Source: an optimization exercise on an open RTL-to-GDS flow (aim: small area, a short achievable clock period and few clock cycles). Production flows keep margins and buffers that such runs may drop. Function was checked by simulation only, so behaviour that the tests miss may differ from the original.

==> flow/design.v <==
module e803_au (
    input             clk,
    input             rst,         
    input             in_valid,
    output            in_ready,
    input      [5:0]  in_op,       
    input      [6:0]  in_k,        
    input      [38:0] in_n,        
    output reg        out_valid,
    output reg        out_we,      
    output reg [38:0] out_wdata,   
    output reg        out_taken,   
    output reg [38:0] acc,
    output reg [37:0] ar,
    output reg        ovr
);
    localparam S_IDLE = 2'd0;
    localparam S_MUL  = 2'd1;
    localparam S_DIV  = 2'd2;
    localparam S_FIN  = 2'd3;
    reg  [1:0]  state;
    reg  [6:0]  cnt;
    reg         is_div;     
    reg         dbl;        
    reg         neg;        
    reg  [38:0] mcand;
    reg  [77:0] prod;
    reg  [38:0] dvs;
    reg  [38:0] rem;
    reg  [76:0] quo;
    assign in_ready = (state == S_IDLE);
    wire        accept = in_valid && in_ready;
    wire [2:0]  grp    = in_op[5:3];
    wire [2:0]  fn     = in_op[2:0];
    wire [38:0] a = acc;
    wire [38:0] n = in_n;
    wire [38:0] x = (grp[0]) ? n : a;    
    wire [39:0] sum_an  = {a[38], a} + {n[38], n};
    wire [39:0] dif_an  = {a[38], a} - {n[38], n};
    wire [39:0] dif_na  = {n[38], n} - {a[38], a};
    wire [39:0] inc_n   = {n[38], n} + 40'd1;
    wire [39:0] neg_x   = 40'd0 - {x[38], x};
    reg  [38:0] f_res;
    reg         f_ovf;
    always @(*) begin
        case (fn)
            3'd0: begin f_res = x;              f_ovf = 1'b0; end
            3'd1: begin f_res = neg_x[38:0];    f_ovf = neg_x[39]  != neg_x[38];  end
            3'd2: begin f_res = inc_n[38:0];    f_ovf = inc_n[39]  != inc_n[38];  end
            3'd3: begin f_res = a & n;          f_ovf = 1'b0; end
            3'd4: begin f_res = sum_an[38:0];   f_ovf = sum_an[39] != sum_an[38]; end
            3'd5: begin f_res = dif_an[38:0];   f_ovf = dif_an[39] != dif_an[38]; end
            3'd6: begin f_res = 39'd0;          f_ovf = 1'b0; end
            default: begin f_res = dif_na[38:0]; f_ovf = dif_na[39] != dif_na[38]; end
        endcase
    end
    wire [76:0]  dval = {acc, ar};                        
    wire [76:0]  dsra = $signed(dval) >>> in_k;
    wire [38:0]  srl  = acc >> in_k;
    wire [203:0] dsla_w = {{127{dval[76]}}, dval} << in_k;
    wire         dsla_ovf = !((&dsla_w[203:76]) || ~(|dsla_w[203:76]));
    wire [165:0] sla_w  = {{127{acc[38]}}, acc} << in_k;
    wire         sla_ovf  = !((&sla_w[165:38]) || ~(|sla_w[165:38]));
    wire [38:0]  a_mag = a[38] ? (39'd0 - a) : a;
    wire [38:0]  n_mag = n[38] ? (39'd0 - n) : n;
    wire [76:0]  d_mag = dval[76] ? (77'd0 - dval) : dval;
    wire [39:0]  mul_sum = {1'b0, prod[77:39]} + (prod[0] ? {1'b0, mcand} : 40'd0);
    wire [39:0]  div_t   = {rem[38:0], quo[76]};
    wire         div_ge  = div_t >= {1'b0, dvs};
    wire [39:0]  div_r   = div_ge ? (div_t - {1'b0, dvs}) : div_t;
    wire [77:0]  mag     = is_div ? {1'b0, quo} : prod;
    wire [77:0]  res     = neg ? (78'd0 - mag) : mag;
    wire         fits77  = (res[77] == res[76]);
    wire         fits39  = (&res[77:38]) || ~(|res[77:38]);
    always @(posedge clk) begin
        if (rst) begin
            state     <= S_IDLE;
            cnt       <= 7'd0;
            is_div    <= 1'b0;
            dbl       <= 1'b0;
            neg       <= 1'b0;
            out_valid <= 1'b0;
            out_we    <= 1'b0;
            out_wdata <= 39'd0;
            out_taken <= 1'b0;
            acc       <= 39'd0;
            ar        <= 38'd0;
            ovr       <= 1'b0;
        end else begin
            out_valid <= 1'b0;
            case (state)
            S_IDLE: if (accept) begin
                out_we    <= 1'b0;
                out_taken <= 1'b0;
                case (grp)
                3'd0: begin                           
                    acc       <= f_res;
                    ovr       <= ovr | f_ovf;
                    out_valid <= 1'b1;
                end
                3'd1: begin                           
                    acc       <= f_res;
                    ovr       <= ovr | f_ovf;
                    out_we    <= 1'b1;
                    out_wdata <= a;
                    out_valid <= 1'b1;
                end
                3'd2: begin                           
                    ovr       <= ovr | f_ovf;
                    out_we    <= 1'b1;
                    out_wdata <= f_res;
                    out_valid <= 1'b1;
                end
                3'd3: begin                           
                    acc       <= n;
                    ovr       <= ovr | f_ovf;
                    out_we    <= 1'b1;
                    out_wdata <= f_res;
                    out_valid <= 1'b1;
                end
                3'd4: begin                           
                    case (in_op[2:1])
                        2'd0: out_taken <= 1'b1;
                        2'd1: out_taken <= a[38];
                        2'd2: out_taken <= (a == 39'd0);
                        default: begin
                            out_taken <= ovr;
                            ovr       <= 1'b0;
                        end
                    endcase
                    out_valid <= 1'b1;
                end
                3'd5: begin
                    case (fn)
                    3'd0: begin                       
                        acc       <= dsra[76:38];
                        ar        <= dsra[37:0];
                        out_valid <= 1'b1;
                    end
                    3'd1: begin                       
                        acc       <= srl;
                        ar        <= 38'd0;
                        out_valid <= 1'b1;
                    end
                    3'd2, 3'd3: begin                 
                        mcand  <= a_mag;
                        prod   <= {39'd0, n_mag};
                        neg    <= a[38] ^ n[38];
                        dbl    <= ~fn[0];
                        is_div <= 1'b0;
                        cnt    <= 7'd39;
                        state  <= S_MUL;
                    end
                    3'd4: begin                       
                        acc       <= dsla_w[76:38];
                        ar        <= dsla_w[37:0];
                        ovr       <= ovr | dsla_ovf;
                        out_valid <= 1'b1;
                    end
                    3'd5: begin                       
                        acc       <= sla_w[38:0];
                        ar        <= 38'd0;
                        ovr       <= ovr | sla_ovf;
                        out_valid <= 1'b1;
                    end
                    3'd6: begin                       
                        if (n == 39'd0) begin
                            acc       <= 39'd0;
                            ar        <= 38'd0;
                            ovr       <= 1'b1;
                            out_valid <= 1'b1;
                        end else begin
                            dvs    <= n_mag;
                            rem    <= 39'd0;
                            quo    <= d_mag;
                            neg    <= dval[76] ^ n[38];
                            is_div <= 1'b1;
                            cnt    <= 7'd77;
                            state  <= S_DIV;
                        end
                    end
                    default: begin                    
                        acc       <= {1'b0, ar};
                        out_valid <= 1'b1;
                    end
                    endcase
                end
                default: begin                        
                    out_valid <= 1'b1;
                end
                endcase
            end
            S_MUL: begin
                prod <= {mul_sum, prod[38:1]};
                cnt  <= cnt - 7'd1;
                if (cnt == 7'd1)
                    state <= S_FIN;
            end
            S_DIV: begin
                rem <= div_r[38:0];
                quo <= {quo[75:0], div_ge};
                cnt <= cnt - 7'd1;
                if (cnt == 7'd1)
                    state <= S_FIN;
            end
            default: begin                            
                if (!is_div && dbl) begin
                    acc <= res[76:38];
                    ar  <= res[37:0];
                    ovr <= ovr | !fits77;
                end else begin
                    acc <= res[38:0];
                    ar  <= 38'd0;
                    ovr <= ovr | !fits39;
                end
                out_valid <= 1'b1;
                state     <= S_IDLE;
            end
            endcase
        end
    end
endmodule
==> flow/run.sh <==
#!/bin/bash
# synth_recipe.tcl (not shown) runs the flow's synth.tcl, then flattens the netlist and writes it again
# the make line also repeats each setting of config.mk as NAME=value (left out here)
make -C /OpenROAD-flow-scripts/flow DESIGN_CONFIG=/design/flow/config.mk WORK_HOME=/design/flow/orfs CLKGATE_MAP_FILE= SYNTH_SCRIPT=/design/flow/synth_recipe.tcl finish
==> flow/config.mk <==
export PLATFORM = sky130hd
export DESIGN_NAME = e803_au
export DESIGN_NICKNAME = e803_au
export VERILOG_FILES = /design/flow/design.v
export SDC_FILE = /design/flow/constraint.sdc
export NUM_CORES = 4
export LEC_CHECK = 0
export CAP_MARGIN = 20
export CORE_MARGIN = 2
export CORE_UTILIZATION = 25
export SLEW_MARGIN = 20
==> flow/constraint.sdc <==
create_clock -name core_clock -period 10.0 [get_ports {clk}]
set_input_delay 2.0000 -clock core_clock [delete_from_list [all_inputs] [get_ports {clk}]]
set_output_delay 2.0000 -clock core_clock [all_outputs]
set_load 0.01 [all_outputs]
==> flow_metrics.tcl <==
set metrics [dict create \
    clk_path_buf_depth 3 \
    htree_levels 2 \
    holdWs_ns 0.4507 \
    hpwlAfterDp_um 324900 \
    final_area_um2 65470 \
    p_int_mw 5.917 \
    first_global_vias 63797 \
    antenna_found_initial 58 \
    hold_class "reg2reg" \
    syn_area_per_cell_um2 7.668 \
    portBuffers 175 \
    peakVddDrop_uv 146.9 \
    synthToLayoutAreaGrowth_pct 13.06 \
    yosys.area.top_type "edfxtp_1" \
    synth.top_cell.area_share_pct 14.11 \
    sequentialPowerShare_pct 17.9 \
    ant_nets 0 \
    path_class "in2reg" \
    dp.cells 10385 \
    setup_slack_ns 2.255 \
    min_to "out_wdata[16]" \
    hold_depth 2 \
    met1_usage_pct 44.22 \
    fillers 24784 \
    power.total_mw 13.63 \
    grt_max_degree 123 \
    power_leakage_nw 23.00 \
    grt_use_total_pct 34.13 \
    p_sw_mw 7.715 \
    post_cts_buffers 0 \
    power.density_nw_per_um2 208.2 \
    fin_crit_sh_pct 77.45 \
    fin_crit_ns 7.745 \
    avgViaCountPerCell 6.685 \
    clk_pin_slew_ns 0.06 \
    hold_buffers 0 \
    postCtsResizedCells 0 \
    cts_sinks 404 \
    dieArea_um2 235500 \
    place_ws_ns 1.915 \
    maxCapViolations 0 \
    synth_flop_cell "edfxtp_1" \
    worstSetupStartpointType "primary input" \
    ys_seq_area_share_pct 18.67 \
    die_y_um 485.3 \
    syn_area_um2 57910 \
    relSlewSlack_pct 5.754 \
    critPathCaptureType "flop" \
    worstPathCellList "buf_8 > buf_4 > mux4_2 > mux2_2 > a222oi_1 > a211o_1 > o2111ai_1 > nor4b_1 > o2111ai_1 > nor4b_1 > nand4_1 > o211ai_1 > o211ai_1" \
    design.core.area_um2 230100 \
    slew_violations 0 \
    cts_root_buffer "clkbuf_16" \
    row_count 176 \
    gr-total-overflow 0 \
    utilization_pct 28.45 \
    use_met2_pct 47.71 \
    r2r_slack_ns 2.98 \
    setup_viol 0 \
    met3_usage_pct 12.04 \
    worstMarginPinSlew_ns 1.399 \
    switching_share_pct 56.60 \
    crit_path_max_incr_delay_ns 1.02 \
    reg2reg_to "ovr" \
    grt_pass1_wl_um 563600 \
    finalClockSkew_ns 0.04646 \
    synth_edf_count 272 \
    hp-start "out_wdata[16]" \
    routedWlPerCell_um 40.29 \
    yosysWarnings 1 \
    cp_data_required_time_ns 10.49 \
    fmax_mhz 129.1 \
    r2r-start "is_div" \
    final_cells 10499 \
    combinationalPowerShare_pct 66.7 \
    firstDrtPassIters 9 \
    nNetsFinal 7681 \
    fin_tns_setup_ns 0 \
    gr-max-usage-layer "met2" \
    cpMaxStageDelayCell "a222oi_1" \
    critPathArrivalTime_ns 8.24 \
    p_clk_share_pct 15.5 \
    synth_fp_nets 7821 \
    status "no timing/DRC/antenna violations" \
    place_congestion 1.105 \
    mostFrequentLayoutCells "795 x nand2_1, 688 x nor2_1, 564 x o21ai_0" \
    r2r_cells 19 \
    hold_violations 0 \
    start_util_pct 25.16 \
    cts_buffers 50 \
    final_common_cell "nand2_1" \
    rsz0062_at_grt "false" \
    synthArstFlopShare_pct 0 \
    cts_tree "built" \
    ys_top_cells_by_area "edfxtp_1 14%, mux4_2 7.0%, mux2i_1 6.3%, nand2_1 5.2%, o21ai_0 4.9%" \
    path_max_fanout 75 \
    dpl_cell_area_um2 63490 \
    drive_above_1_share_pct 12.22 \
    ioPinCount 176 \
    drc 0 \
    routed_wl_um 423000 \
    syn_inst 7552 \
    clk_latency_ns 0.70 \
    yosysUniqueCellTypes 101 \
    ys_ff_latch 404 \
    routed-via-count 70189 \
    die_x_um 485.3 \
    drt_iter0_drc 12709 \
]
[layout make-up]
cell class	instances	area (µm²)	area share, %
Clock inverter	35	508.0	0.7760
Tap cell	3026	3786	5.783
Antenna cell	21	52.55	0.08027
Clock buffer	57	1329	2.030
Timing Repair Buffer	486	4173	6.374
Inverter	231	877.1	1.340
Multi-Input combinational cell	6239	43910	67.08
Sequential cell	404	10830	16.54
[cell usage after synthesis (all sizes together) (135+ instances only)]
library cell	instances
nor2	701
inv	219
buf	175
xnor2	280
nand2	796
mux4	180
nand3	139
a211oi	135
clkbuf	503
ha	209
mux2i	366
mux2	175
nor3	186
o21ai	610
a21oi	541
edfxtp	272
[state kept, by name, indices dropped and copies added (netlist names), 2 cells and up]
| register | flops |
|---|---|
| quo | 77 |
| acc | 39 |
| prod | 78 |
| mcand | 39 |
| ar | 38 |
| dvs | 39 |
| cnt | 7 |
| rem | 39 |
| out_wdata | 39 |
| state | 2 |
[metal layers]
layer / share of wire, % / vias to the layer above
li1: - / 28144
met1: 39 / 34764
met2: 39 / 5888
met3: 14 / 1343
met4: 8.0 / 50
met5: 0.078 / -
[logic make-up (layout without fill, tap and decap cells)]
logic type | after synthesis | count (layout) | synth area share, %
AND/OR/NAND/NOR | 2492 | 2492 | 20.29
AO/OA/AOI/OAI | 2432 | 2432 | 27.73
buffers and inverters | 909 | 809 | 6.141
multiplexers | 721 | 721 | 16.73
flip-flops | 404 | 404 | 18.67
XOR/XNOR | 380 | 380 | 5.748
adder cells (fa/ha/maj) | 214 | 214 | 4.689
other | 0 | 21 | 0
[power groups by stage]
stage                     Clock, mW  Sequential [mW]  Combinational [mW]
after detailed placement          0             2.43                8.48
final                          2.11             2.43                9.09
after global placement            0             2.43                8.52
after CTS                      2.12             2.40                8.52
after global routing           2.17             2.41                9.12
after floorplan                   0             2.25                4.57
[critical path: cells and delay by family]
kind,cells,cell delay [ns]
simple gates,3,0.95
compound gates,6,2.70
mux,2,1.16
buf+inv,2,1.22
[worst max path at each step]
stage	slack [ns]	depth (start not counted)	from	to
3_5_place_dp	1.91	15	in_k[3]	ovr
6_report	2.25	13	in_k[1]	ovr
4_1_cts	2.58	15	in_k[3]	ovr
3_3_place_gp	1.76	13	in_k[1]	ovr
2_1_floorplan	0.51	10	in_op[3]	quo[0]
5_1_grt	2.32	18	in_n[0]	ovr
Testbench counts, summed over its fixed seeds: cycles 224,858.

==> afterwards: timing with drivers on the ports <==
How much do the figures lean on ideal ports? The routed layout below was timed once more, with nothing changed but the port constraints. Step 1 sets driving cells, clkbuf_16 on the clock port and buf_2 on the other inputs (assumed; they add their load-dependent delay and slew). Step 2 moves the port delays by t, midway between the first and last clock arrival at a register: inputs arrive t later, outputs are due t later. That takes back most of the time a late clock gives input paths. a / b / c = ideal ports / drivers / drivers and shift; a / b = the first two.
t (ns): 0.762
setup WS [ns]: 2.255 / 2.261 / 1.499
worst hold slack (ns): 0.451 / 0.451 / 0.451
After both steps this run still meets setup and hold. For this run, drivers alone change the setup slack by +0.006 ns; drivers and shift together by -0.756 ns.
